Source: an optimization exercise on an open RTL-to-GDS flow (aim: small area and a short achievable clock period). Production flows keep margins and buffers that such runs may drop.
The RTL was checked by simulation tests, not by an equivalence proof against the original design.
No activity file was given, so power comes from the tool's default toggle rates.

==> flow/flow/run.sh <==
#!/bin/bash
# The standard layout (standard.sh, all steps) with two changes:
# - the standard port buffering (buffer_ports, every input and output port
#   gets a buffer) uses the plain buffer sky130_fd_sc_hd__buf_2 instead of the
#   default delay buffer; timing repair may resize it;
# - timing repair is asked to leave a setup margin (the clock period and the
#   constraints are unchanged).
set -euo pipefail
here=$(pwd)
export BUFFER_PORTS_ARGS="-buffer_cell sky130_fd_sc_hd__buf_2"
export SETUP_SLACK_MARGIN=16.5
bash standard.sh > "$here/standard.log" 2>&1
==> flow/config.mk <==
export PLATFORM = sky130hd
export DESIGN_NAME = chk4_accum
export DESIGN_NICKNAME = chk4_accum
export VERILOG_FILES = /design/flow/design.v
export SDC_FILE = /design/flow/constraint.sdc
export NUM_CORES = 4
export LEC_CHECK = 0
export CAP_MARGIN = 20
export CORE_MARGIN = 2
export CORE_UTILIZATION = 65
export CTS_BUF_LIST = sky130_fd_sc_hd__clkbuf_4 sky130_fd_sc_hd__clkbuf_8
export SLEW_MARGIN = 20
export SYNTH_HIERARCHICAL = 1
export SYNTH_MINIMUM_KEEP_SIZE = 0
==> flow/design.v <==
module chk4_accum (
    input  wire        clk,
    input  wire        rst,         
    input  wire        init,        
    input  wire [2:0]  in_cnt,      
    input  wire [31:0] in_data,     
    output wire [31:0] chk_value,
    output wire [31:0] byte_count
);
    reg [18:0] ra;
    reg [19:0] rb;
    reg [15:0] ri;
    reg [31:0] bc;
    wire z  = rst | init;              
    wire nz = ~z;
    wire c4 = in_cnt[2] & ~rst;        
    wire c1 = in_cnt[0] & ~in_cnt[2] & ~rst;
    wire c2 = in_cnt[1] & ~in_cnt[2] & ~rst;
    wire h1 = c1 & ~c2;
    wire h2 = c2 & ~c1;
    wire h3 = c1 & c2;
    wire h4 = c4;
    wire h13 = c1;
    wire h23 = c2;
    wire h24 = h2 | h4;
    wire h34 = h3 | h4;
    wire e1 = h1 | h2 | h3 | h4;       
    wire e2 = h2 | h3 | h4;
    wire e3 = h3 | h4;
    wire e4 = h4;
    wire [2:0] k = {c4, c2, c1};
    wire g1 = h1 & nz;
    wire g2 = h2 & nz;
    wire g3 = h3 & nz;
    wire g4 = h4 & nz;
    wire g13 = h13 & nz;
    wire g23 = h23 & nz;
    wire g34 = h34 & nz;
    wire [3:0] ca = h4 ? (z ? 4'd10 : 4'd6) :
                    h3 ? (z ? 4'd6  : 4'd3) :
                    h2 ? (z ? 4'd3  : 4'd1) :
                    h1 ? (z ? 4'd1  : 4'd0) : 4'd0;
    wire [4:0] cb = h4 ? (z ? 5'd21 : 5'd10) :
                    h3 ? (z ? 5'd11 : 5'd4)  :
                    h2 ? (z ? 5'd5  : 5'd1)  :
                    h1 ? (z ? 5'd2  : 5'd0)  : (z ? 5'd1 : 5'd0);
    wire fa1, fa2;
    chk4_fa ufa1 (.a(ra[1]), .b(ra[16]), .c(ra[17]), .s(fa1), .co(fa2));
    wire fa3, fa4;
    chk4_fa ufa3 (.a(ra[2]), .b(ra[16]), .c(ra[17]), .s(fa3), .co(fa4));
    wire fa5, fa6;
    chk4_fa ufa5 (.a(ra[18]), .b(fa2), .c(fa3), .s(fa5), .co(fa6));
    wire fa7, fa8;
    chk4_fa ufa7 (.a(ra[3]), .b(ra[17]), .c(ra[18]), .s(fa7), .co(fa8));
    wire fa9, fa10;
    chk4_fa ufa9 (.a(fa4), .b(fa7), .c(fa6), .s(fa9), .co(fa10));
    wire fa11, fa12;
    chk4_fa ufa11 (.a(ra[4]), .b(ra[16]), .c(ra[18]), .s(fa11), .co(fa12));
    wire fa13, fa14;
    chk4_fa ufa13 (.a(fa8), .b(fa11), .c(fa10), .s(fa13), .co(fa14));
    wire fa15, fa16;
    chk4_fa ufa15 (.a(ra[5]), .b(ra[17]), .c(fa12), .s(fa15), .co(fa16));
    wire fa17, fa18;
    chk4_fa ufa17 (.a(ra[6]), .b(ra[18]), .c(fa16), .s(fa17), .co(fa18));
    wire fa19, fa20;
    chk4_ha ufa19 (.a(ra[0]), .b(ra[16]), .s(fa19), .co(fa20));
    wire fa21, fa22;
    chk4_ha ufa21 (.a(fa1), .b(fa20), .s(fa21), .co(fa22));
    wire fa23, fa24;
    chk4_ha ufa23 (.a(fa5), .b(fa22), .s(fa23), .co(fa24));
    wire fa25, fa26;
    chk4_ha ufa25 (.a(fa9), .b(fa24), .s(fa25), .co(fa26));
    wire fa27, fa28;
    chk4_ha ufa27 (.a(fa13), .b(fa26), .s(fa27), .co(fa28));
    wire fa29, fa30;
    chk4_fa ufa29 (.a(fa14), .b(fa15), .c(fa28), .s(fa29), .co(fa30));
    wire fa31, fa32;
    chk4_ha ufa31 (.a(fa17), .b(fa30), .s(fa31), .co(fa32));
    wire fa33, fa34;
    chk4_fa ufa33 (.a(ra[7]), .b(fa18), .c(fa32), .s(fa33), .co(fa34));
    wire fa35 = ~ra[8];
    wire fa36, fa37;
    chk4_ha ufa36 (.a(ra[9]), .b(ra[8]), .s(fa36), .co(fa37));
    wire fa38, fa39;
    chk4_ha ufa38 (.a(ra[10]), .b(fa37), .s(fa38), .co(fa39));
    wire fa40, fa41;
    chk4_ha ufa40 (.a(ra[11]), .b(fa39), .s(fa40), .co(fa41));
    wire fa42, fa43;
    chk4_ha ufa42 (.a(ra[12]), .b(fa41), .s(fa42), .co(fa43));
    wire fa44, fa45;
    chk4_ha ufa44 (.a(ra[13]), .b(fa43), .s(fa44), .co(fa45));
    wire fa46, fa47;
    chk4_ha ufa46 (.a(ra[14]), .b(fa45), .s(fa46), .co(fa47));
    wire fa48, fa49;
    chk4_ha ufa48 (.a(ra[15]), .b(fa47), .s(fa48), .co(fa49));
    wire fa50 = fa34 ? fa35 : ra[8];
    wire fa51 = fa34 ? fa36 : ra[9];
    wire fa52 = fa34 ? fa38 : ra[10];
    wire fa53 = fa34 ? fa40 : ra[11];
    wire fa54 = fa34 ? fa42 : ra[12];
    wire fa55 = fa34 ? fa44 : ra[13];
    wire fa56 = fa34 ? fa46 : ra[14];
    wire fa57 = fa34 ? fa48 : ra[15];
    wire fa58 = fa34 ? fa49 : 1'b0;
    wire [16:0] far = {fa58, fa57, fa56, fa55, fa54, fa53, fa52, fa51, fa50, fa33, fa31, fa29, fa27, fa25, fa23, fa21, fa19};
    wire fb1, fb2;
    chk4_fa ufb1 (.a(rb[1]), .b(rb[16]), .c(rb[17]), .s(fb1), .co(fb2));
    wire fb3, fb4;
    chk4_fa ufb3 (.a(rb[2]), .b(rb[16]), .c(rb[17]), .s(fb3), .co(fb4));
    wire fb5, fb6;
    chk4_fa ufb5 (.a(rb[18]), .b(fb2), .c(fb3), .s(fb5), .co(fb6));
    wire fb7, fb8;
    chk4_fa ufb7 (.a(rb[3]), .b(rb[17]), .c(rb[18]), .s(fb7), .co(fb8));
    wire fb9, fb10;
    chk4_fa ufb9 (.a(rb[19]), .b(fb4), .c(fb7), .s(fb9), .co(fb10));
    wire fb11, fb12;
    chk4_fa ufb11 (.a(rb[4]), .b(rb[16]), .c(rb[18]), .s(fb11), .co(fb12));
    wire fb13, fb14;
    chk4_fa ufb13 (.a(rb[19]), .b(fb8), .c(fb11), .s(fb13), .co(fb14));
    wire fb15, fb16;
    chk4_fa ufb15 (.a(rb[5]), .b(rb[17]), .c(rb[19]), .s(fb15), .co(fb16));
    wire fb17, fb18;
    chk4_fa ufb17 (.a(fb12), .b(fb15), .c(fb14), .s(fb17), .co(fb18));
    wire fb19, fb20;
    chk4_fa ufb19 (.a(rb[6]), .b(rb[18]), .c(fb16), .s(fb19), .co(fb20));
    wire fb21, fb22;
    chk4_fa ufb21 (.a(rb[7]), .b(rb[19]), .c(fb20), .s(fb21), .co(fb22));
    wire fb23, fb24;
    chk4_ha ufb23 (.a(rb[0]), .b(rb[16]), .s(fb23), .co(fb24));
    wire fb25, fb26;
    chk4_ha ufb25 (.a(fb1), .b(fb24), .s(fb25), .co(fb26));
    wire fb27, fb28;
    chk4_ha ufb27 (.a(fb5), .b(fb26), .s(fb27), .co(fb28));
    wire fb29, fb30;
    chk4_fa ufb29 (.a(fb6), .b(fb9), .c(fb28), .s(fb29), .co(fb30));
    wire fb31, fb32;
    chk4_fa ufb31 (.a(fb10), .b(fb13), .c(fb30), .s(fb31), .co(fb32));
    wire fb33, fb34;
    chk4_ha ufb33 (.a(fb17), .b(fb32), .s(fb33), .co(fb34));
    wire fb35, fb36;
    chk4_fa ufb35 (.a(fb18), .b(fb19), .c(fb34), .s(fb35), .co(fb36));
    wire fb37, fb38;
    chk4_ha ufb37 (.a(fb21), .b(fb36), .s(fb37), .co(fb38));
    wire fb39, fb40;
    chk4_ha ufb39 (.a(rb[8]), .b(fb22), .s(fb39), .co(fb40));
    wire fb41, fb42;
    chk4_ha ufb41 (.a(rb[9]), .b(fb40), .s(fb41), .co(fb42));
    wire fb43, fb44;
    chk4_ha ufb43 (.a(rb[10]), .b(fb42), .s(fb43), .co(fb44));
    wire fb45, fb46;
    chk4_ha ufb45 (.a(rb[11]), .b(fb44), .s(fb45), .co(fb46));
    wire fb47, fb48;
    chk4_ha ufb47 (.a(rb[12]), .b(fb46), .s(fb47), .co(fb48));
    wire fb49, fb50;
    chk4_ha ufb49 (.a(rb[13]), .b(fb48), .s(fb49), .co(fb50));
    wire fb51, fb52;
    chk4_ha ufb51 (.a(rb[14]), .b(fb50), .s(fb51), .co(fb52));
    wire fb53, fb54;
    chk4_ha ufb53 (.a(rb[15]), .b(fb52), .s(fb53), .co(fb54));
    wire fb55 = ~(rb[8] ^ fb22);
    wire fb56 = rb[8] | fb22;
    wire fb57, fb58;
    chk4_ha ufb57 (.a(rb[9]), .b(fb56), .s(fb57), .co(fb58));
    wire fb59, fb60;
    chk4_ha ufb59 (.a(rb[10]), .b(fb58), .s(fb59), .co(fb60));
    wire fb61, fb62;
    chk4_ha ufb61 (.a(rb[11]), .b(fb60), .s(fb61), .co(fb62));
    wire fb63, fb64;
    chk4_ha ufb63 (.a(rb[12]), .b(fb62), .s(fb63), .co(fb64));
    wire fb65, fb66;
    chk4_ha ufb65 (.a(rb[13]), .b(fb64), .s(fb65), .co(fb66));
    wire fb67, fb68;
    chk4_ha ufb67 (.a(rb[14]), .b(fb66), .s(fb67), .co(fb68));
    wire fb69, fb70;
    chk4_ha ufb69 (.a(rb[15]), .b(fb68), .s(fb69), .co(fb70));
    wire fb71 = fb38 ? fb55 : fb39;
    wire fb72 = fb38 ? fb57 : fb41;
    wire fb73 = fb38 ? fb59 : fb43;
    wire fb74 = fb38 ? fb61 : fb45;
    wire fb75 = fb38 ? fb63 : fb47;
    wire fb76 = fb38 ? fb65 : fb49;
    wire fb77 = fb38 ? fb67 : fb51;
    wire fb78 = fb38 ? fb69 : fb53;
    wire fb79 = fb38 ? fb70 : fb54;
    wire [16:0] fbr = {fb79, fb78, fb77, fb76, fb75, fb74, fb73, fb72, fb71, fb37, fb35, fb33, fb31, fb29, fb27, fb25, fb23};
    wire xa1, xa2;
    chk4_ha uxa1 (.a((nz & far[0])), .b((g13 & ri[0])), .s(xa1), .co(xa2));
    wire xa3, xa4;
    chk4_fa uxa3 (.a((nz & far[1])), .b(((g23 & ri[0]))), .c((g13 & ri[1])), .s(xa3), .co(xa4));
    wire xa5, xa6;
    chk4_ha uxa5 (.a(ca[1]), .b((e1 & in_data[1])), .s(xa5), .co(xa6));
    wire xa7, xa8;
    chk4_fa uxa7 (.a((nz & far[2])), .b(((g23 & ri[1]) | (g4 & ri[0]))), .c((g13 & ri[2])), .s(xa7), .co(xa8));
    wire xa9, xa10;
    chk4_fa uxa9 (.a(ca[2]), .b((e1 & in_data[2])), .c((e2 & in_data[10])), .s(xa9), .co(xa10));
    wire xa11, xa12;
    chk4_fa uxa11 (.a((nz & far[3])), .b(((g23 & ri[2]) | (g4 & ri[1]))), .c((g13 & ri[3])), .s(xa11), .co(xa12));
    wire xa13, xa14;
    chk4_fa uxa13 (.a(ca[3]), .b((e1 & in_data[3])), .c((e2 & in_data[11])), .s(xa13), .co(xa14));
    wire xa15, xa16;
    chk4_fa uxa15 (.a((nz & far[4])), .b(((g23 & ri[3]) | (g4 & ri[2]))), .c((g13 & ri[4])), .s(xa15), .co(xa16));
    wire xa17, xa18;
    chk4_ha uxa17 (.a((e1 & in_data[4])), .b((e2 & in_data[12])), .s(xa17), .co(xa18));
    wire xa19, xa20;
    chk4_fa uxa19 (.a((nz & far[5])), .b(((g23 & ri[4]) | (g4 & ri[3]))), .c((g13 & ri[5])), .s(xa19), .co(xa20));
    wire xa21, xa22;
    chk4_ha uxa21 (.a((e1 & in_data[5])), .b((e2 & in_data[13])), .s(xa21), .co(xa22));
    wire xa23, xa24;
    chk4_fa uxa23 (.a((nz & far[6])), .b(((g23 & ri[5]) | (g4 & ri[4]))), .c((g13 & ri[6])), .s(xa23), .co(xa24));
    wire xa25, xa26;
    chk4_ha uxa25 (.a((e1 & in_data[6])), .b((e2 & in_data[14])), .s(xa25), .co(xa26));
    wire xa27, xa28;
    chk4_fa uxa27 (.a((nz & far[7])), .b(((g23 & ri[6]) | (g4 & ri[5]))), .c((g13 & ri[7])), .s(xa27), .co(xa28));
    wire xa29, xa30;
    chk4_ha uxa29 (.a((e1 & in_data[7])), .b((e2 & in_data[15])), .s(xa29), .co(xa30));
    wire xa31, xa32;
    chk4_fa uxa31 (.a(ca[0]), .b((e1 & in_data[0])), .c((e2 & in_data[8])), .s(xa31), .co(xa32));
    wire xa33, xa34;
    chk4_fa uxa33 (.a((e2 & in_data[9])), .b((e3 & in_data[17])), .c((e4 & in_data[25])), .s(xa33), .co(xa34));
    wire xa35, xa36;
    chk4_ha uxa35 (.a(xa2), .b(xa5), .s(xa35), .co(xa36));
    wire xa37, xa38;
    chk4_fa uxa37 (.a((e3 & in_data[18])), .b((e4 & in_data[26])), .c(xa6), .s(xa37), .co(xa38));
    wire xa39, xa40;
    chk4_fa uxa39 (.a(xa4), .b(xa7), .c(xa9), .s(xa39), .co(xa40));
    wire xa41, xa42;
    chk4_fa uxa41 (.a((e3 & in_data[19])), .b((e4 & in_data[27])), .c(xa8), .s(xa41), .co(xa42));
    wire xa43, xa44;
    chk4_fa uxa43 (.a(xa10), .b(xa11), .c(xa13), .s(xa43), .co(xa44));
    wire xa45, xa46;
    chk4_fa uxa45 (.a((e3 & in_data[20])), .b((e4 & in_data[28])), .c(xa17), .s(xa45), .co(xa46));
    wire xa47, xa48;
    chk4_fa uxa47 (.a(xa12), .b(xa14), .c(xa15), .s(xa47), .co(xa48));
    wire xa49, xa50;
    chk4_fa uxa49 (.a((e3 & in_data[21])), .b((e4 & in_data[29])), .c(xa18), .s(xa49), .co(xa50));
    wire xa51, xa52;
    chk4_fa uxa51 (.a(xa21), .b(xa16), .c(xa19), .s(xa51), .co(xa52));
    wire xa53, xa54;
    chk4_fa uxa53 (.a((e3 & in_data[22])), .b((e4 & in_data[30])), .c(xa22), .s(xa53), .co(xa54));
    wire xa55, xa56;
    chk4_fa uxa55 (.a(xa25), .b(xa20), .c(xa23), .s(xa55), .co(xa56));
    wire xa57, xa58;
    chk4_fa uxa57 (.a((e3 & in_data[23])), .b((e4 & in_data[31])), .c(xa26), .s(xa57), .co(xa58));
    wire xa59, xa60;
    chk4_fa uxa59 (.a(xa29), .b(xa24), .c(xa27), .s(xa59), .co(xa60));
    wire xa61, xa62;
    chk4_fa uxa61 (.a((nz & far[8])), .b(((g23 & ri[7]) | (g4 & ri[6]))), .c((g13 & ri[8])), .s(xa61), .co(xa62));
    wire xa63, xa64;
    chk4_ha uxa63 (.a(xa30), .b(xa28), .s(xa63), .co(xa64));
    wire xa65, xa66;
    chk4_ha uxa65 (.a((nz & far[9])), .b(((g23 & ri[8]) | (g4 & ri[7]))), .s(xa65), .co(xa66));
    wire xa67, xa68;
    chk4_ha uxa67 (.a((e3 & in_data[16])), .b((e4 & in_data[24])), .s(xa67), .co(xa68));
    wire xa69, xa70;
    chk4_fa uxa69 (.a(xa32), .b(xa33), .c(xa3), .s(xa69), .co(xa70));
    wire xa71, xa72;
    chk4_fa uxa71 (.a(xa34), .b(xa36), .c(xa37), .s(xa71), .co(xa72));
    wire xa73, xa74;
    chk4_fa uxa73 (.a(xa38), .b(xa40), .c(xa41), .s(xa73), .co(xa74));
    wire xa75, xa76;
    chk4_fa uxa75 (.a(xa45), .b(xa42), .c(xa44), .s(xa75), .co(xa76));
    wire xa77, xa78;
    chk4_fa uxa77 (.a(xa46), .b(xa49), .c(xa48), .s(xa77), .co(xa78));
    wire xa79, xa80;
    chk4_fa uxa79 (.a(xa50), .b(xa53), .c(xa52), .s(xa79), .co(xa80));
    wire xa81, xa82;
    chk4_fa uxa81 (.a(xa54), .b(xa57), .c(xa56), .s(xa81), .co(xa82));
    wire xa83, xa84;
    chk4_fa uxa83 (.a(xa61), .b(xa58), .c(xa63), .s(xa83), .co(xa84));
    wire xa85, xa86;
    chk4_fa uxa85 (.a((g13 & ri[9])), .b(xa65), .c(xa62), .s(xa85), .co(xa86));
    wire xa87, xa88;
    chk4_fa uxa87 (.a((nz & far[10])), .b(((g23 & ri[9]) | (g4 & ri[8]))), .c((g13 & ri[10])), .s(xa87), .co(xa88));
    wire xa89, xa90;
    chk4_ha uxa89 (.a((nz & far[11])), .b(((g23 & ri[10]) | (g4 & ri[9]))), .s(xa89), .co(xa90));
    wire xa91, xa92;
    chk4_ha uxa91 (.a((nz & far[12])), .b(((g23 & ri[11]) | (g4 & ri[10]))), .s(xa91), .co(xa92));
    wire xa93, xa94;
    chk4_ha uxa93 (.a((nz & far[13])), .b(((g23 & ri[12]) | (g4 & ri[11]))), .s(xa93), .co(xa94));
    wire xa95, xa96;
    chk4_ha uxa95 (.a((nz & far[14])), .b(((g23 & ri[13]) | (g4 & ri[12]))), .s(xa95), .co(xa96));
    wire xa97, xa98;
    chk4_ha uxa97 (.a((nz & far[15])), .b(((g23 & ri[14]) | (g4 & ri[13]))), .s(xa97), .co(xa98));
    wire xa99, xa100;
    chk4_ha uxa99 (.a(xa67), .b(xa1), .s(xa99), .co(xa100));
    wire xa101, xa102;
    chk4_fa uxa101 (.a(xa68), .b(xa35), .c(xa69), .s(xa101), .co(xa102));
    wire xa103, xa104;
    chk4_fa uxa103 (.a(xa70), .b(xa39), .c(xa71), .s(xa103), .co(xa104));
    wire xa105, xa106;
    chk4_fa uxa105 (.a(xa43), .b(xa72), .c(xa73), .s(xa105), .co(xa106));
    wire xa107, xa108;
    chk4_fa uxa107 (.a(xa47), .b(xa74), .c(xa75), .s(xa107), .co(xa108));
    wire xa109, xa110;
    chk4_fa uxa109 (.a(xa51), .b(xa76), .c(xa77), .s(xa109), .co(xa110));
    wire xa111, xa112;
    chk4_fa uxa111 (.a(xa55), .b(xa78), .c(xa79), .s(xa111), .co(xa112));
    wire xa113, xa114;
    chk4_fa uxa113 (.a(xa59), .b(xa80), .c(xa81), .s(xa113), .co(xa114));
    wire xa115, xa116;
    chk4_fa uxa115 (.a(xa60), .b(xa83), .c(xa82), .s(xa115), .co(xa116));
    wire xa117, xa118;
    chk4_fa uxa117 (.a(xa64), .b(xa85), .c(xa84), .s(xa117), .co(xa118));
    wire xa119, xa120;
    chk4_fa uxa119 (.a(xa66), .b(xa87), .c(xa86), .s(xa119), .co(xa120));
    wire xa121, xa122;
    chk4_fa uxa121 (.a((g13 & ri[11])), .b(xa89), .c(xa88), .s(xa121), .co(xa122));
    wire xa123, xa124;
    chk4_fa uxa123 (.a((g13 & ri[12])), .b(xa90), .c(xa91), .s(xa123), .co(xa124));
    wire xa125, xa126;
    chk4_fa uxa125 (.a((g13 & ri[13])), .b(xa92), .c(xa93), .s(xa125), .co(xa126));
    wire xa127, xa128;
    chk4_fa uxa127 (.a((g13 & ri[14])), .b(xa94), .c(xa95), .s(xa127), .co(xa128));
    wire xa129, xa130;
    chk4_fa uxa129 (.a((g13 & ri[15])), .b(xa96), .c(xa97), .s(xa129), .co(xa130));
    wire xa131, xa132;
    chk4_fa uxa131 (.a((nz & far[16])), .b(((g23 & ri[15]) | (g4 & ri[14]))), .c(xa98), .s(xa131), .co(xa132));
    wire xa133, xa134;
    chk4_ha uxa133 (.a(xa99), .b(xa31), .s(xa133), .co(xa134));
    wire xa135, xa136;
    chk4_fa uxa135 (.a(xa100), .b(xa101), .c(xa134), .s(xa135), .co(xa136));
    wire xa137, xa138;
    chk4_fa uxa137 (.a(xa102), .b(xa103), .c(xa136), .s(xa137), .co(xa138));
    wire xa139, xa140;
    chk4_fa uxa139 (.a(xa104), .b(xa105), .c(xa138), .s(xa139), .co(xa140));
    wire xa141, xa142;
    chk4_fa uxa141 (.a(xa106), .b(xa107), .c(xa140), .s(xa141), .co(xa142));
    wire xa143, xa144;
    chk4_fa uxa143 (.a(xa108), .b(xa109), .c(xa142), .s(xa143), .co(xa144));
    wire xa145, xa146;
    chk4_fa uxa145 (.a(xa110), .b(xa111), .c(xa144), .s(xa145), .co(xa146));
    wire xa147, xa148;
    chk4_fa uxa147 (.a(xa112), .b(xa113), .c(xa146), .s(xa147), .co(xa148));
    wire xa149, xa150;
    chk4_ha uxa149 (.a(xa114), .b(xa115), .s(xa149), .co(xa150));
    wire xa151, xa152;
    chk4_fa uxa151 (.a(xa116), .b(xa117), .c(xa150), .s(xa151), .co(xa152));
    wire xa153, xa154;
    chk4_fa uxa153 (.a(xa118), .b(xa119), .c(xa152), .s(xa153), .co(xa154));
    wire xa155, xa156;
    chk4_fa uxa155 (.a(xa120), .b(xa121), .c(xa154), .s(xa155), .co(xa156));
    wire xa157, xa158;
    chk4_fa uxa157 (.a(xa122), .b(xa123), .c(xa156), .s(xa157), .co(xa158));
    wire xa159, xa160;
    chk4_fa uxa159 (.a(xa124), .b(xa125), .c(xa158), .s(xa159), .co(xa160));
    wire xa161 = ~(xa114 ^ xa115);
    wire xa162 = xa114 | xa115;
    wire xa163, xa164;
    chk4_fa uxa163 (.a(xa116), .b(xa117), .c(xa162), .s(xa163), .co(xa164));
    wire xa165, xa166;
    chk4_fa uxa165 (.a(xa118), .b(xa119), .c(xa164), .s(xa165), .co(xa166));
    wire xa167, xa168;
    chk4_fa uxa167 (.a(xa120), .b(xa121), .c(xa166), .s(xa167), .co(xa168));
    wire xa169, xa170;
    chk4_fa uxa169 (.a(xa122), .b(xa123), .c(xa168), .s(xa169), .co(xa170));
    wire xa171, xa172;
    chk4_fa uxa171 (.a(xa124), .b(xa125), .c(xa170), .s(xa171), .co(xa172));
    wire xa173 = xa148 ? xa161 : xa149;
    wire xa174 = xa148 ? xa163 : xa151;
    wire xa175 = xa148 ? xa165 : xa153;
    wire xa176 = xa148 ? xa167 : xa155;
    wire xa177 = xa148 ? xa169 : xa157;
    wire xa178 = xa148 ? xa171 : xa159;
    wire xa179 = xa160 | (xa148 & xa172);
    wire xa180, xa181;
    chk4_ha uxa180 (.a(xa126), .b(xa127), .s(xa180), .co(xa181));
    wire xa182, xa183;
    chk4_fa uxa182 (.a(xa128), .b(xa129), .c(xa181), .s(xa182), .co(xa183));
    wire xa184, xa185;
    chk4_fa uxa184 (.a(xa130), .b(xa131), .c(xa183), .s(xa184), .co(xa185));
    wire xa186, xa187;
    chk4_fa uxa186 (.a(xa132), .b(((g4 & ri[15]))), .c(xa185), .s(xa186), .co(xa187));
    wire xa188 = ~(xa126 ^ xa127);
    wire xa189 = xa126 | xa127;
    wire xa190, xa191;
    chk4_fa uxa190 (.a(xa128), .b(xa129), .c(xa189), .s(xa190), .co(xa191));
    wire xa192, xa193;
    chk4_fa uxa192 (.a(xa130), .b(xa131), .c(xa191), .s(xa192), .co(xa193));
    wire xa194, xa195;
    chk4_fa uxa194 (.a(xa132), .b(((g4 & ri[15]))), .c(xa193), .s(xa194), .co(xa195));
    wire xa196 = xa179 ? xa188 : xa180;
    wire xa197 = xa179 ? xa190 : xa182;
    wire xa198 = xa179 ? xa192 : xa184;
    wire xa199 = xa179 ? xa194 : xa186;
    wire xa200 = xa179 ? xa195 : xa187;
    wire [18:0] sa = {xa200, xa199, xa198, xa197, xa196, xa178, xa177, xa176, xa175, xa174, xa173, xa147, xa145, xa143, xa141, xa139, xa137, xa135, xa133};
    wire xb1, xb2;
    chk4_ha uxb1 (.a((nz & fbr[0])), .b((g13 & far[0])), .s(xb1), .co(xb2));
    wire xb3, xb4;
    chk4_fa uxb3 (.a((nz & fbr[1])), .b(((g23 & far[0]))), .c((g13 & far[1])), .s(xb3), .co(xb4));
    wire xb5, xb6;
    chk4_ha uxb5 (.a(((g1 & ri[1]) | (g2 & ri[0]))), .b(((g2 & ri[1]) | (g34 & ri[0]))), .s(xb5), .co(xb6));
    wire xb7, xb8;
    chk4_fa uxb7 (.a((nz & fbr[2])), .b(((g23 & far[1]) | (g4 & far[0]))), .c((g13 & far[2])), .s(xb7), .co(xb8));
    wire xb9, xb10;
    chk4_fa uxb9 (.a(((g1 & ri[2]) | (g2 & ri[1]) | (g3 & ri[0]))), .b(((g2 & ri[2]) | (g34 & ri[1]))), .c(cb[2]), .s(xb9), .co(xb10));
    wire xb11, xb12;
    chk4_fa uxb11 (.a((nz & fbr[3])), .b(((g23 & far[2]) | (g4 & far[1]))), .c((g13 & far[3])), .s(xb11), .co(xb12));
    wire xb13, xb14;
    chk4_fa uxb13 (.a(((g1 & ri[3]) | (g2 & ri[2]) | (g3 & ri[1]) | (g4 & ri[0]))), .b(((g2 & ri[3]) | (g34 & ri[2]))), .c(cb[3]), .s(xb13), .co(xb14));
    wire xb15, xb16;
    chk4_fa uxb15 (.a((nz & fbr[4])), .b(((g23 & far[3]) | (g4 & far[2]))), .c((g13 & far[4])), .s(xb15), .co(xb16));
    wire xb17, xb18;
    chk4_fa uxb17 (.a(((g1 & ri[4]) | (g2 & ri[3]) | (g3 & ri[2]) | (g4 & ri[1]))), .b(((g2 & ri[4]) | (g34 & ri[3]))), .c(cb[4]), .s(xb17), .co(xb18));
    wire xb19, xb20;
    chk4_fa uxb19 (.a((nz & fbr[5])), .b(((g23 & far[4]) | (g4 & far[3]))), .c((g13 & far[5])), .s(xb19), .co(xb20));
    wire xb21, xb22;
    chk4_ha uxb21 (.a(((g1 & ri[5]) | (g2 & ri[4]) | (g3 & ri[3]) | (g4 & ri[2]))), .b(((g2 & ri[5]) | (g34 & ri[4]))), .s(xb21), .co(xb22));
    wire xb23, xb24;
    chk4_fa uxb23 (.a((nz & fbr[6])), .b(((g23 & far[5]) | (g4 & far[4]))), .c((g13 & far[6])), .s(xb23), .co(xb24));
    wire xb25, xb26;
    chk4_ha uxb25 (.a(((g1 & ri[6]) | (g2 & ri[5]) | (g3 & ri[4]) | (g4 & ri[3]))), .b(((g2 & ri[6]) | (g34 & ri[5]))), .s(xb25), .co(xb26));
    wire xb27, xb28;
    chk4_fa uxb27 (.a((nz & fbr[7])), .b(((g23 & far[6]) | (g4 & far[5]))), .c((g13 & far[7])), .s(xb27), .co(xb28));
    wire xb29, xb30;
    chk4_ha uxb29 (.a(((g1 & ri[7]) | (g2 & ri[6]) | (g3 & ri[5]) | (g4 & ri[4]))), .b(((g2 & ri[7]) | (g34 & ri[6]))), .s(xb29), .co(xb30));
    wire xb31, xb32;
    chk4_ha uxb31 (.a((nz & fbr[8])), .b(((g23 & far[7]) | (g4 & far[6]))), .s(xb31), .co(xb32));
    wire xb33, xb34;
    chk4_fa uxb33 (.a(((g1 & ri[0]))), .b(((g2 & ri[0]))), .c(cb[0]), .s(xb33), .co(xb34));
    wire xb35, xb36;
    chk4_ha uxb35 (.a(((h1 & in_data[0]))), .b(((h2 & in_data[8]))), .s(xb35), .co(xb36));
    wire xb37, xb38;
    chk4_fa uxb37 (.a(cb[1]), .b(((h1 & in_data[1]) | (h23 & in_data[0]))), .c(((h2 & in_data[9]) | (h34 & in_data[8]))), .s(xb37), .co(xb38));
    wire xb39, xb40;
    chk4_fa uxb39 (.a(((h3 & in_data[1]) | (h4 & in_data[9]))), .b(((h3 & in_data[17]) | (h4 & in_data[16]))), .c((h4 & in_data[25])), .s(xb39), .co(xb40));
    wire xb41, xb42;
    chk4_ha uxb41 (.a(xb2), .b(xb5), .s(xb41), .co(xb42));
    wire xb43, xb44;
    chk4_fa uxb43 (.a(((h1 & in_data[2]) | (h23 & in_data[1]) | (h4 & in_data[0]))), .b(((h2 & in_data[10]) | (h34 & in_data[9]))), .c(((h3 & in_data[2]) | (h4 & in_data[10]))), .s(xb43), .co(xb44));
    wire xb45, xb46;
    chk4_fa uxb45 (.a(((h3 & in_data[18]) | (h4 & in_data[17]))), .b((h4 & in_data[26])), .c(xb6), .s(xb45), .co(xb46));
    wire xb47, xb48;
    chk4_fa uxb47 (.a(xb4), .b(xb7), .c(xb9), .s(xb47), .co(xb48));
    wire xb49, xb50;
    chk4_fa uxb49 (.a(((h1 & in_data[3]) | (h23 & in_data[2]) | (h4 & in_data[1]))), .b(((h2 & in_data[11]) | (h34 & in_data[10]))), .c(((h3 & in_data[3]) | (h4 & in_data[11]))), .s(xb49), .co(xb50));
    wire xb51, xb52;
    chk4_fa uxb51 (.a(((h3 & in_data[19]) | (h4 & in_data[18]))), .b((h4 & in_data[27])), .c(xb8), .s(xb51), .co(xb52));
    wire xb53, xb54;
    chk4_fa uxb53 (.a(xb10), .b(xb11), .c(xb13), .s(xb53), .co(xb54));
    wire xb55, xb56;
    chk4_fa uxb55 (.a(((h1 & in_data[4]) | (h23 & in_data[3]) | (h4 & in_data[2]))), .b(((h2 & in_data[12]) | (h34 & in_data[11]))), .c(((h3 & in_data[4]) | (h4 & in_data[12]))), .s(xb55), .co(xb56));
    wire xb57, xb58;
    chk4_fa uxb57 (.a(((h3 & in_data[20]) | (h4 & in_data[19]))), .b((h4 & in_data[28])), .c(xb12), .s(xb57), .co(xb58));
    wire xb59, xb60;
    chk4_fa uxb59 (.a(xb14), .b(xb15), .c(xb17), .s(xb59), .co(xb60));
    wire xb61, xb62;
    chk4_fa uxb61 (.a(((h1 & in_data[5]) | (h23 & in_data[4]) | (h4 & in_data[3]))), .b(((h2 & in_data[13]) | (h34 & in_data[12]))), .c(((h3 & in_data[5]) | (h4 & in_data[13]))), .s(xb61), .co(xb62));
    wire xb63, xb64;
    chk4_fa uxb63 (.a(((h3 & in_data[21]) | (h4 & in_data[20]))), .b((h4 & in_data[29])), .c(xb21), .s(xb63), .co(xb64));
    wire xb65, xb66;
    chk4_fa uxb65 (.a(xb16), .b(xb18), .c(xb19), .s(xb65), .co(xb66));
    wire xb67, xb68;
    chk4_fa uxb67 (.a(((h1 & in_data[6]) | (h23 & in_data[5]) | (h4 & in_data[4]))), .b(((h2 & in_data[14]) | (h34 & in_data[13]))), .c(((h3 & in_data[6]) | (h4 & in_data[14]))), .s(xb67), .co(xb68));
    wire xb69, xb70;
    chk4_fa uxb69 (.a(((h3 & in_data[22]) | (h4 & in_data[21]))), .b((h4 & in_data[30])), .c(xb22), .s(xb69), .co(xb70));
    wire xb71, xb72;
    chk4_fa uxb71 (.a(xb25), .b(xb20), .c(xb23), .s(xb71), .co(xb72));
    wire xb73, xb74;
    chk4_fa uxb73 (.a(((h1 & in_data[7]) | (h23 & in_data[6]) | (h4 & in_data[5]))), .b(((h2 & in_data[15]) | (h34 & in_data[14]))), .c(((h3 & in_data[7]) | (h4 & in_data[15]))), .s(xb73), .co(xb74));
    wire xb75, xb76;
    chk4_fa uxb75 (.a(((h3 & in_data[23]) | (h4 & in_data[22]))), .b((h4 & in_data[31])), .c(xb26), .s(xb75), .co(xb76));
    wire xb77, xb78;
    chk4_fa uxb77 (.a(xb29), .b(xb24), .c(xb27), .s(xb77), .co(xb78));
    wire xb79, xb80;
    chk4_fa uxb79 (.a((g13 & far[8])), .b(((g1 & ri[8]) | (g2 & ri[7]) | (g3 & ri[6]) | (g4 & ri[5]))), .c(((g2 & ri[8]) | (g34 & ri[7]))), .s(xb79), .co(xb80));
    wire xb81, xb82;
    chk4_fa uxb81 (.a(((h23 & in_data[7]) | (h4 & in_data[6]))), .b(((h34 & in_data[15]))), .c(((h4 & in_data[23]))), .s(xb81), .co(xb82));
    wire xb83, xb84;
    chk4_fa uxb83 (.a(xb30), .b(xb31), .c(xb28), .s(xb83), .co(xb84));
    wire xb85, xb86;
    chk4_fa uxb85 (.a((nz & fbr[9])), .b(((g23 & far[8]) | (g4 & far[7]))), .c((g13 & far[9])), .s(xb85), .co(xb86));
    wire xb87, xb88;
    chk4_fa uxb87 (.a(((g1 & ri[9]) | (g2 & ri[8]) | (g3 & ri[7]) | (g4 & ri[6]))), .b(((g2 & ri[9]) | (g34 & ri[8]))), .c(((h4 & in_data[7]))), .s(xb87), .co(xb88));
    wire xb89, xb90;
    chk4_ha uxb89 (.a((nz & fbr[10])), .b(((g23 & far[9]) | (g4 & far[8]))), .s(xb89), .co(xb90));
    wire xb91, xb92;
    chk4_fa uxb91 (.a(((h3 & in_data[0]) | (h4 & in_data[8]))), .b(((h3 & in_data[16]))), .c((h4 & in_data[24])), .s(xb91), .co(xb92));
    wire xb93, xb94;
    chk4_fa uxb93 (.a(xb36), .b(xb34), .c(xb37), .s(xb93), .co(xb94));
    wire xb95, xb96;
    chk4_ha uxb95 (.a(xb39), .b(xb3), .s(xb95), .co(xb96));
    wire xb97, xb98;
    chk4_fa uxb97 (.a(xb38), .b(xb40), .c(xb43), .s(xb97), .co(xb98));
    wire xb99, xb100;
    chk4_fa uxb99 (.a(xb42), .b(xb45), .c(xb47), .s(xb99), .co(xb100));
    wire xb101, xb102;
    chk4_fa uxb101 (.a(xb44), .b(xb49), .c(xb46), .s(xb101), .co(xb102));
    wire xb103, xb104;
    chk4_fa uxb103 (.a(xb48), .b(xb51), .c(xb53), .s(xb103), .co(xb104));
    wire xb105, xb106;
    chk4_fa uxb105 (.a(xb50), .b(xb55), .c(xb52), .s(xb105), .co(xb106));
    wire xb107, xb108;
    chk4_fa uxb107 (.a(xb54), .b(xb57), .c(xb59), .s(xb107), .co(xb108));
    wire xb109, xb110;
    chk4_fa uxb109 (.a(xb56), .b(xb61), .c(xb63), .s(xb109), .co(xb110));
    wire xb111, xb112;
    chk4_fa uxb111 (.a(xb58), .b(xb60), .c(xb65), .s(xb111), .co(xb112));
    wire xb113, xb114;
    chk4_fa uxb113 (.a(xb62), .b(xb67), .c(xb64), .s(xb113), .co(xb114));
    wire xb115, xb116;
    chk4_fa uxb115 (.a(xb69), .b(xb66), .c(xb71), .s(xb115), .co(xb116));
    wire xb117, xb118;
    chk4_fa uxb117 (.a(xb68), .b(xb73), .c(xb70), .s(xb117), .co(xb118));
    wire xb119, xb120;
    chk4_fa uxb119 (.a(xb75), .b(xb72), .c(xb77), .s(xb119), .co(xb120));
    wire xb121, xb122;
    chk4_fa uxb121 (.a(xb74), .b(xb79), .c(xb81), .s(xb121), .co(xb122));
    wire xb123, xb124;
    chk4_fa uxb123 (.a(xb76), .b(xb78), .c(xb83), .s(xb123), .co(xb124));
    wire xb125, xb126;
    chk4_fa uxb125 (.a(xb32), .b(xb80), .c(xb82), .s(xb125), .co(xb126));
    wire xb127, xb128;
    chk4_fa uxb127 (.a(xb85), .b(xb87), .c(xb84), .s(xb127), .co(xb128));
    wire xb129, xb130;
    chk4_fa uxb129 (.a((g13 & far[10])), .b(((g1 & ri[10]) | (g2 & ri[9]) | (g3 & ri[8]) | (g4 & ri[7]))), .c(((g2 & ri[10]) | (g34 & ri[9]))), .s(xb129), .co(xb130));
    wire xb131, xb132;
    chk4_fa uxb131 (.a(xb89), .b(xb86), .c(xb88), .s(xb131), .co(xb132));
    wire xb133, xb134;
    chk4_fa uxb133 (.a((nz & fbr[11])), .b(((g23 & far[10]) | (g4 & far[9]))), .c((g13 & far[11])), .s(xb133), .co(xb134));
    wire xb135, xb136;
    chk4_fa uxb135 (.a(((g1 & ri[11]) | (g2 & ri[10]) | (g3 & ri[9]) | (g4 & ri[8]))), .b(((g2 & ri[11]) | (g34 & ri[10]))), .c(xb90), .s(xb135), .co(xb136));
    wire xb137, xb138;
    chk4_fa uxb137 (.a((nz & fbr[12])), .b(((g23 & far[11]) | (g4 & far[10]))), .c((g13 & far[12])), .s(xb137), .co(xb138));
    wire xb139, xb140;
    chk4_ha uxb139 (.a(((g1 & ri[12]) | (g2 & ri[11]) | (g3 & ri[10]) | (g4 & ri[9]))), .b(((g2 & ri[12]) | (g34 & ri[11]))), .s(xb139), .co(xb140));
    wire xb141, xb142;
    chk4_fa uxb141 (.a((nz & fbr[13])), .b(((g23 & far[12]) | (g4 & far[11]))), .c((g13 & far[13])), .s(xb141), .co(xb142));
    wire xb143, xb144;
    chk4_ha uxb143 (.a(((g1 & ri[13]) | (g2 & ri[12]) | (g3 & ri[11]) | (g4 & ri[10]))), .b(((g2 & ri[13]) | (g34 & ri[12]))), .s(xb143), .co(xb144));
    wire xb145, xb146;
    chk4_fa uxb145 (.a((nz & fbr[14])), .b(((g23 & far[13]) | (g4 & far[12]))), .c((g13 & far[14])), .s(xb145), .co(xb146));
    wire xb147, xb148;
    chk4_ha uxb147 (.a(((g1 & ri[14]) | (g2 & ri[13]) | (g3 & ri[12]) | (g4 & ri[11]))), .b(((g2 & ri[14]) | (g34 & ri[13]))), .s(xb147), .co(xb148));
    wire xb149, xb150;
    chk4_fa uxb149 (.a((nz & fbr[15])), .b(((g23 & far[14]) | (g4 & far[13]))), .c((g13 & far[15])), .s(xb149), .co(xb150));
    wire xb151, xb152;
    chk4_ha uxb151 (.a(((g1 & ri[15]) | (g2 & ri[14]) | (g3 & ri[13]) | (g4 & ri[12]))), .b(((g2 & ri[15]) | (g34 & ri[14]))), .s(xb151), .co(xb152));
    wire xb153, xb154;
    chk4_fa uxb153 (.a((nz & fbr[16])), .b(((g23 & far[15]) | (g4 & far[14]))), .c((g13 & far[16])), .s(xb153), .co(xb154));
    wire xb155, xb156;
    chk4_ha uxb155 (.a(((g2 & ri[15]) | (g3 & ri[14]) | (g4 & ri[13]))), .b(((g34 & ri[15]))), .s(xb155), .co(xb156));
    wire xb157, xb158;
    chk4_ha uxb157 (.a(xb35), .b(xb1), .s(xb157), .co(xb158));
    wire xb159, xb160;
    chk4_fa uxb159 (.a(xb92), .b(xb41), .c(xb95), .s(xb159), .co(xb160));
    wire xb161, xb162;
    chk4_fa uxb161 (.a(xb96), .b(xb94), .c(xb97), .s(xb161), .co(xb162));
    wire xb163, xb164;
    chk4_fa uxb163 (.a(xb98), .b(xb101), .c(xb100), .s(xb163), .co(xb164));
    wire xb165, xb166;
    chk4_fa uxb165 (.a(xb102), .b(xb105), .c(xb104), .s(xb165), .co(xb166));
    wire xb167, xb168;
    chk4_fa uxb167 (.a(xb109), .b(xb106), .c(xb108), .s(xb167), .co(xb168));
    wire xb169, xb170;
    chk4_fa uxb169 (.a(xb110), .b(xb113), .c(xb112), .s(xb169), .co(xb170));
    wire xb171, xb172;
    chk4_fa uxb171 (.a(xb114), .b(xb117), .c(xb116), .s(xb171), .co(xb172));
    wire xb173, xb174;
    chk4_fa uxb173 (.a(xb121), .b(xb118), .c(xb120), .s(xb173), .co(xb174));
    wire xb175, xb176;
    chk4_fa uxb175 (.a(xb122), .b(xb125), .c(xb124), .s(xb175), .co(xb176));
    wire xb177, xb178;
    chk4_fa uxb177 (.a(xb129), .b(xb126), .c(xb131), .s(xb177), .co(xb178));
    wire xb179, xb180;
    chk4_fa uxb179 (.a(xb130), .b(xb133), .c(xb135), .s(xb179), .co(xb180));
    wire xb181, xb182;
    chk4_fa uxb181 (.a(xb139), .b(xb134), .c(xb137), .s(xb181), .co(xb182));
    wire xb183, xb184;
    chk4_fa uxb183 (.a(xb140), .b(xb143), .c(xb138), .s(xb183), .co(xb184));
    wire xb185, xb186;
    chk4_fa uxb185 (.a(xb144), .b(xb147), .c(xb142), .s(xb185), .co(xb186));
    wire xb187, xb188;
    chk4_fa uxb187 (.a(xb148), .b(xb151), .c(xb146), .s(xb187), .co(xb188));
    wire xb189, xb190;
    chk4_fa uxb189 (.a(xb152), .b(xb155), .c(xb150), .s(xb189), .co(xb190));
    wire xb191, xb192;
    chk4_fa uxb191 (.a(((g23 & far[16]) | (g4 & far[15]))), .b(((g3 & ri[15]) | (g4 & ri[14]))), .c(xb156), .s(xb191), .co(xb192));
    wire xb193, xb194;
    chk4_ha uxb193 (.a(xb91), .b(xb33), .s(xb193), .co(xb194));
    wire xb195, xb196;
    chk4_fa uxb195 (.a(xb158), .b(xb93), .c(xb159), .s(xb195), .co(xb196));
    wire xb197, xb198;
    chk4_fa uxb197 (.a(xb160), .b(xb161), .c(xb99), .s(xb197), .co(xb198));
    wire xb199, xb200;
    chk4_fa uxb199 (.a(xb162), .b(xb103), .c(xb163), .s(xb199), .co(xb200));
    wire xb201, xb202;
    chk4_fa uxb201 (.a(xb107), .b(xb164), .c(xb165), .s(xb201), .co(xb202));
    wire xb203, xb204;
    chk4_fa uxb203 (.a(xb111), .b(xb166), .c(xb167), .s(xb203), .co(xb204));
    wire xb205, xb206;
    chk4_fa uxb205 (.a(xb115), .b(xb168), .c(xb169), .s(xb205), .co(xb206));
    wire xb207, xb208;
    chk4_fa uxb207 (.a(xb119), .b(xb170), .c(xb171), .s(xb207), .co(xb208));
    wire xb209, xb210;
    chk4_fa uxb209 (.a(xb123), .b(xb172), .c(xb173), .s(xb209), .co(xb210));
    wire xb211, xb212;
    chk4_fa uxb211 (.a(xb127), .b(xb174), .c(xb175), .s(xb211), .co(xb212));
    wire xb213, xb214;
    chk4_fa uxb213 (.a(xb128), .b(xb177), .c(xb176), .s(xb213), .co(xb214));
    wire xb215, xb216;
    chk4_fa uxb215 (.a(xb132), .b(xb179), .c(xb178), .s(xb215), .co(xb216));
    wire xb217, xb218;
    chk4_fa uxb217 (.a(xb136), .b(xb181), .c(xb180), .s(xb217), .co(xb218));
    wire xb219, xb220;
    chk4_fa uxb219 (.a(xb141), .b(xb182), .c(xb183), .s(xb219), .co(xb220));
    wire xb221, xb222;
    chk4_fa uxb221 (.a(xb145), .b(xb184), .c(xb185), .s(xb221), .co(xb222));
    wire xb223, xb224;
    chk4_fa uxb223 (.a(xb149), .b(xb186), .c(xb187), .s(xb223), .co(xb224));
    wire xb225, xb226;
    chk4_fa uxb225 (.a(xb153), .b(xb188), .c(xb189), .s(xb225), .co(xb226));
    wire xb227, xb228;
    chk4_fa uxb227 (.a(xb154), .b(xb191), .c(xb190), .s(xb227), .co(xb228));
    wire xb229, xb230;
    chk4_fa uxb229 (.a(((g4 & far[16]))), .b(((g4 & ri[15]))), .c(xb192), .s(xb229), .co(xb230));
    wire xb231, xb232;
    chk4_ha uxb231 (.a(xb193), .b(xb157), .s(xb231), .co(xb232));
    wire xb233, xb234;
    chk4_fa uxb233 (.a(xb194), .b(xb195), .c(xb232), .s(xb233), .co(xb234));
    wire xb235, xb236;
    chk4_fa uxb235 (.a(xb196), .b(xb197), .c(xb234), .s(xb235), .co(xb236));
    wire xb237, xb238;
    chk4_fa uxb237 (.a(xb198), .b(xb199), .c(xb236), .s(xb237), .co(xb238));
    wire xb239, xb240;
    chk4_fa uxb239 (.a(xb200), .b(xb201), .c(xb238), .s(xb239), .co(xb240));
    wire xb241, xb242;
    chk4_fa uxb241 (.a(xb202), .b(xb203), .c(xb240), .s(xb241), .co(xb242));
    wire xb243, xb244;
    chk4_fa uxb243 (.a(xb204), .b(xb205), .c(xb242), .s(xb243), .co(xb244));
    wire xb245, xb246;
    chk4_fa uxb245 (.a(xb206), .b(xb207), .c(xb244), .s(xb245), .co(xb246));
    wire xb247, xb248;
    chk4_ha uxb247 (.a(xb208), .b(xb209), .s(xb247), .co(xb248));
    wire xb249, xb250;
    chk4_fa uxb249 (.a(xb210), .b(xb211), .c(xb248), .s(xb249), .co(xb250));
    wire xb251, xb252;
    chk4_fa uxb251 (.a(xb212), .b(xb213), .c(xb250), .s(xb251), .co(xb252));
    wire xb253, xb254;
    chk4_fa uxb253 (.a(xb214), .b(xb215), .c(xb252), .s(xb253), .co(xb254));
    wire xb255, xb256;
    chk4_fa uxb255 (.a(xb216), .b(xb217), .c(xb254), .s(xb255), .co(xb256));
    wire xb257, xb258;
    chk4_fa uxb257 (.a(xb218), .b(xb219), .c(xb256), .s(xb257), .co(xb258));
    wire xb259 = ~(xb208 ^ xb209);
    wire xb260 = xb208 | xb209;
    wire xb261, xb262;
    chk4_fa uxb261 (.a(xb210), .b(xb211), .c(xb260), .s(xb261), .co(xb262));
    wire xb263, xb264;
    chk4_fa uxb263 (.a(xb212), .b(xb213), .c(xb262), .s(xb263), .co(xb264));
    wire xb265, xb266;
    chk4_fa uxb265 (.a(xb214), .b(xb215), .c(xb264), .s(xb265), .co(xb266));
    wire xb267, xb268;
    chk4_fa uxb267 (.a(xb216), .b(xb217), .c(xb266), .s(xb267), .co(xb268));
    wire xb269, xb270;
    chk4_fa uxb269 (.a(xb218), .b(xb219), .c(xb268), .s(xb269), .co(xb270));
    wire xb271 = xb246 ? xb259 : xb247;
    wire xb272 = xb246 ? xb261 : xb249;
    wire xb273 = xb246 ? xb263 : xb251;
    wire xb274 = xb246 ? xb265 : xb253;
    wire xb275 = xb246 ? xb267 : xb255;
    wire xb276 = xb246 ? xb269 : xb257;
    wire xb277 = xb258 | (xb246 & xb270);
    wire xb278, xb279;
    chk4_ha uxb278 (.a(xb220), .b(xb221), .s(xb278), .co(xb279));
    wire xb280, xb281;
    chk4_fa uxb280 (.a(xb222), .b(xb223), .c(xb279), .s(xb280), .co(xb281));
    wire xb282, xb283;
    chk4_fa uxb282 (.a(xb224), .b(xb225), .c(xb281), .s(xb282), .co(xb283));
    wire xb284, xb285;
    chk4_fa uxb284 (.a(xb226), .b(xb227), .c(xb283), .s(xb284), .co(xb285));
    wire xb286, xb287;
    chk4_fa uxb286 (.a(xb228), .b(xb229), .c(xb285), .s(xb286), .co(xb287));
    wire xb288, xb289;
    chk4_ha uxb288 (.a(xb230), .b(xb287), .s(xb288), .co(xb289));
    wire xb290 = ~(xb220 ^ xb221);
    wire xb291 = xb220 | xb221;
    wire xb292, xb293;
    chk4_fa uxb292 (.a(xb222), .b(xb223), .c(xb291), .s(xb292), .co(xb293));
    wire xb294, xb295;
    chk4_fa uxb294 (.a(xb224), .b(xb225), .c(xb293), .s(xb294), .co(xb295));
    wire xb296, xb297;
    chk4_fa uxb296 (.a(xb226), .b(xb227), .c(xb295), .s(xb296), .co(xb297));
    wire xb298, xb299;
    chk4_fa uxb298 (.a(xb228), .b(xb229), .c(xb297), .s(xb298), .co(xb299));
    wire xb300, xb301;
    chk4_ha uxb300 (.a(xb230), .b(xb299), .s(xb300), .co(xb301));
    wire xb302 = xb277 ? xb290 : xb278;
    wire xb303 = xb277 ? xb292 : xb280;
    wire xb304 = xb277 ? xb294 : xb282;
    wire xb305 = xb277 ? xb296 : xb284;
    wire xb306 = xb277 ? xb298 : xb286;
    wire xb307 = xb277 ? xb300 : xb288;
    wire [19:0] sb = {xb307, xb306, xb305, xb304, xb303, xb302, xb276, xb275, xb274, xb273, xb272, xb271, xb245, xb243, xb241, xb239, xb237, xb235, xb233, xb231};
    wire [3:0]  lo = {1'b0, bc[2:0] & {3{nz}}} + {1'b0, k};
    wire [31:0] cc;                    
    wire [31:0] cs;                    
    wire p0 = &bc[10:3];
    wire p1 = &bc[18:11];
    wire p2 = &bc[26:19];
    assign cc[3]  = lo[3];
    assign cc[11] = lo[3] & p0;
    assign cc[19] = lo[3] & p0 & p1;
    assign cc[27] = lo[3] & p0 & p1 & p2;
    genvar j;
    generate
        for (j = 3; j < 32; j = j + 1) begin : inc
            wire co;
            chk4_ha u (.a(bc[j]), .b(cc[j]), .s(cs[j]), .co(co));
            if (j != 10 && j != 18 && j != 26 && j != 31) begin : rip
                assign cc[j + 1] = co;
            end
        end
    endgenerate
    assign cc[2:0] = 3'd0;
    assign cs[2:0] = lo[2:0];
    wire [31:0] nbc = {cs[31:3] & {29{nz}}, lo[2:0]};
    wire [3:0]  ilo = {1'b0, ri[2:1] & {2{nz}}, ri[0] | z} + {1'b0, k};
    wire [16:3] ic;                    
    wire [15:3] is;
    assign ic[3] = ilo[3];
    generate
        for (j = 3; j < 16; j = j + 1) begin : iinc
            chk4_ha u (.a(ri[j]), .b(ic[j]), .s(is[j]), .co(ic[j + 1]));
        end
    endgenerate
    wire        iw = ic[16];           
    wire [4:0]  iwl = {3'd0, ilo[1:0]} + 5'd23;
    wire [15:0] ni = iw ? {11'd0, iwl} : {is[15:3] & {13{nz}}, ilo[2:0]};
    wire ga = far[16] | ((&far[15:5]) & (far[4:0] >= 5'd9));
    wire gb = fbr[16] | ((&fbr[15:5]) & (fbr[4:0] >= 5'd9));
    wire [10:0] ta = {1'b0, far[9:0]} + 11'd23;
    wire [10:0] tb = {1'b0, fbr[9:0]} + 11'd23;
    wire [15:0] oa = ga ? {6'd0, ta[9:0]} : far[15:0];
    wire [15:0] ob = gb ? {6'd0, tb[9:0]} : fbr[15:0];
    assign chk_value  = {oa, ob};
    assign byte_count = bc;
    always @(posedge clk) begin
        ra <= sa;
        rb <= sb;
        ri <= ni;
        bc <= nbc;
    end
endmodule
module chk4_fa (input wire a, input wire b, input wire c, output wire s, output wire co);
    assign s  = a ^ b ^ c;
    assign co = (a & b) | (a & c) | (b & c);
endmodule
module chk4_ha (input wire a, input wire b, output wire s, output wire co);
    assign s  = a ^ b;
    assign co = a & b;
endmodule
==> flow/constraint.sdc <==
create_clock -name core_clock -period 28.0 [get_ports {clk}]
set_input_delay 5.6000 -clock core_clock [delete_from_list [all_inputs] [get_ports {clk}]]
set_output_delay 5.6000 -clock core_clock [all_outputs]
set_load 0.01 [all_outputs]
==> flow/standard.sh <==
#!/bin/bash
# synth_recipe.tcl (not shown) runs the flow's synth.tcl, then flattens the netlist and writes it again
# the make line also repeats each setting of config.mk as NAME=value (left out here)
make -C /OpenROAD-flow-scripts/flow DESIGN_CONFIG=/design/flow/config.mk WORK_HOME=/design/flow/orfs CLKGATE_MAP_FILE= SYNTH_SCRIPT=/design/flow/synth_recipe.tcl "${@:-finish}"
==> summary.txt <==
Worst Hold Slack between 0.5 and 0.6 ns; DRC 0; worst path arrival time 11.61 ns; Inserted Diodes 0; Critical Path RT 28.28 ns; largest net degree at the start of global routing 50; pwr dens around 45 mW/mm2; Max clock buf depth 2; DRT Pass-1 Iters 6; Fmax a little under 90 MHz; layout cells sized above 1 between 20% and 30%; max_slew headroom a little under half; Core Rows between 40 and 50; via count between 8,000 and 9,000; number of synthesized flops with an enable pin 0; CTS H-Tree Depth 3; clk root buf clkbuf_8; Fin Setup TNS 0 ns; Placeable Area approximately 0.017 mm2; die footprint ~0.019 mm2; fin. max-slew vios 0; CTS tree built; sequential share of the synthesized area 15.1%; critical path endpoint category flop; vias in the first global route 8,291; Post-synth top cells fa_1 (222), ha_1 (133), and2_1 (120); final instance area 0.0128 mm2; Syn Area/Cell 11.1 um2; initial antenna violation count 0; most numerous cell in the Yosys netlist fa_1; mapped cell area about 0.012 mm2; Yosys top cell area share roughly two fifths; Worst Setup Slack, final between 15 and 20 ns; R2R setup slack 19.04 ns; GRT Residual Overflow 0; hold crit path type flop to flop; Peak VDD IR roughly 0.046 mV; Chip Height roughly 140 um; first-pass GRT wire length 44.7 mm; Clock Latency Late Sink 0.40 ns; Tightest Pin Transition 0.761 ns; CP Max Fanout 18; Post-Syn Nets 1,436; CTS clk-pin slew, worst paths roughly 0.11 ns; P_leak just under 7 nW; CP Class input pin to flop; first-iteration detailed-routing DRC count between 800 and 900; top_reg_cell synth dfxtp_1; nets approximately 1,500; Total Routing Usage GR 32.2%; CTS sink cnt slightly below 90; final cycle utilization of the critical path a little over 40%; IO Count about 100; final setup violation count 0; starting density of the core between 60% and 70%; dpl ws between 15 and 20 ns; CP startpoint kind input pin; WL/cell ~22 um; Setup Skew around 0.022 ns; cell taking the most area after synthesis fa_1; CTS buffer count 9; hpwl dp roughly 23 mm; vias per std cell roughly 6; ANT nets after route 0; synth warn 7; status complete, no violations; largest cells by area after synthesis fa_1 (38%), dfxtp_1 (15%), ha_1 (14%); unique cell type count in the Yosys netlist 54; maxcap violations 0; P&R area growth vs syn 10.9%; post-synthesis cell count around 1,000; minimum clock period between 10 and 15 ns; final hold viol count 0; Async SR Flop Fraction 0%; WL final just under 30 mm; port bufs 101; die width about 140 um; synthesis-stage register bit count between 80 and 90; unrepaired setup endpoints after global routing no; Area after DPL between 0.01 and 0.015 mm2; GP Congestion between 0.9 and 1
path summary, 6_finish.rpt:
kind | startpoint | to | cells after the start
worst min register to register | bc[31] | bc[31] | 2
worst max register to register | rb[17] | rb[16] | 22
worst max-delay path | rst | rb[16] | 20
worst min-delay path | bc[31] | bc[31] | 2
Yosys stat by module (local to each module, per instance):
module      area, um2  cells  flip-flops and latches  copies in the design
chk4_accum       5670    706                      87                     1
chk4_ha          12.5      1                       0                   116
chk4_fa          20.0      1                       0                   221
worst max-delay path: stages:
cell     delay, ns
buf_8         0.15
nor2_4        0.17
nand2_2       0.20
nor2_4        0.28
and2_1        0.19
fa_1          0.44
fa_1          0.51
fa_1          0.39
fa_1          0.51
fa_1          0.43
inv_1         0.08
ha_1          0.15
inv_1         0.05
fa_1          0.39
fa_2          0.36
fa_2          0.35
fa_2          0.35
fa_2          0.39
a21oi_4       0.25
mux2_2        0.37
timing repair:
action | 4_1_cts | 5_1_grt
gates cloned | 3 | 1
setup buffers | 14 | 14
endpoints found under the hold margin | 0 | 0
setup endpoints to repair | 23 | 20
pin swaps | 7 | 15
hold buffers | 0 | 0
resized for setup | 15 | 24
cells in the final DEF, fill, tap and decap left out, types with 4 or more instances in the layout:
| cell type | synthesis | layout |
|---|---|---|
| o22ai_1 | 9 | 9 |
| nor2_2 | 1 | 6 |
| buf_4 | 0 | 28 |
| nor2b_1 | 9 | 9 |
| dfxtp_1 | 87 | 85 |
| nand2b_4 | 0 | 4 |
| a22o_1 | 61 | 61 |
| fa_2 | 0 | 21 |
| and2_1 | 120 | 120 |
| a222oi_1 | 7 | 7 |
| nor2_1 | 71 | 62 |
| inv_1 | 38 | 38 |
| buf_2 | 12 | 96 |
| a21o_1 | 7 | 7 |
| nand2_1 | 39 | 36 |
| ha_1 | 133 | 133 |
| a21oi_1 | 17 | 14 |
| nand4_1 | 8 | 8 |
| or3_1 | 6 | 5 |
| o21ai_0 | 15 | 15 |
| fa_1 | 222 | 201 |
| a22oi_1 | 25 | 25 |
| nor2_4 | 0 | 7 |
| clkbuf_8 | 0 | 9 |
| xnor2_1 | 14 | 14 |
| nand2b_1 | 9 | 5 |
| mux2_2 | 20 | 20 |
| nand3_1 | 9 | 9 |
| mux2i_1 | 14 | 13 |
| xor2_1 | 4 | 4 |
| buf_6 | 2 | 5 |
layer usage:
metal  wire [um]  up-vias  global-route usage, %  share of wire [%]
met5           0        -                      0                  0
met4         759        0                   10.4                2.6
met3        2590       46                   7.80                8.8
met2       13400      379                   48.3                 46
met1       12600     4206                   46.2                 43
li1            -     3718                      -                  -
through the flow:
step / total power [mW] / instances / utilization [%]
6_report: 0.574 / 1358 / 73.8
5_1_grt: 0.622 / 1358 / 73.8
4_1_cts: 0.573 / 1343 / 72.7
3_5_place_dp: 0.476 / 1310 / 70.5
3_3_place_gp: 0.468 / 1310 / 70.5
2_1_floorplan: 0.381 / 1043 / -
logic make-up after synthesis:
| logic type | synth area share [%] |
|---|---|
| mux | 3.16 |
| fa+ha+maj | 52.9 |
| flops | 15.1 |
| simple gates | 13.5 |
| compound gates | 10.2 |
| buf+inv | 3.57 |
| xor+xnor | 1.65 |
where the power goes:
group / switching, mW / internal [mW]
Clock: 0.0555 / 0.0350
Combinational: 0.183 / 0.143
Sequential: 0.0126 / 0.144
Total: 0.252 / 0.322
state kept, by name, summed over array words and instances, names as in the netlist:
| register | count |
|---|---|
| bc | 32 |
| ri | 16 |
| ra | 19 |
| rb | 20 |
layout make-up:
class | count | area [um2]
fill | 1291 | 4540
clock buffer | 9 | 124
clock inverter | 7 | 72.6
inverter | 39 | 149
sequential | 87 | 1740
multi-input combinational | 858 | 9650
timing repair buffer | 133 | 797
tap | 225 | 282

## re-timing with driven ports
In the flow no input, the clock included, has a driving cell. The finished layout below was timed again as built, in two steps. Step 1 sets driving cells, clkbuf_16 on the clock port and buf_2 on the other inputs (assumed; they add their load-dependent delay and slew). Step 2 times the ports against the registers' clock, not the clock port: input delays grow and output delays shrink by t, the midpoint of the rising clock arrivals with the driver on. Three values: ideal, step 1, step 2; two values: the first two.
t, ns: 0.434
setup slack, ns: 16.669 / 16.668 / 16.233
worst register clock-pin slew, ns: 0.12 / 0.12
After both steps setup and hold are still met in this run. The setup slack of this run moves by -0.001 ns with the drivers and by -0.436 ns with both steps.
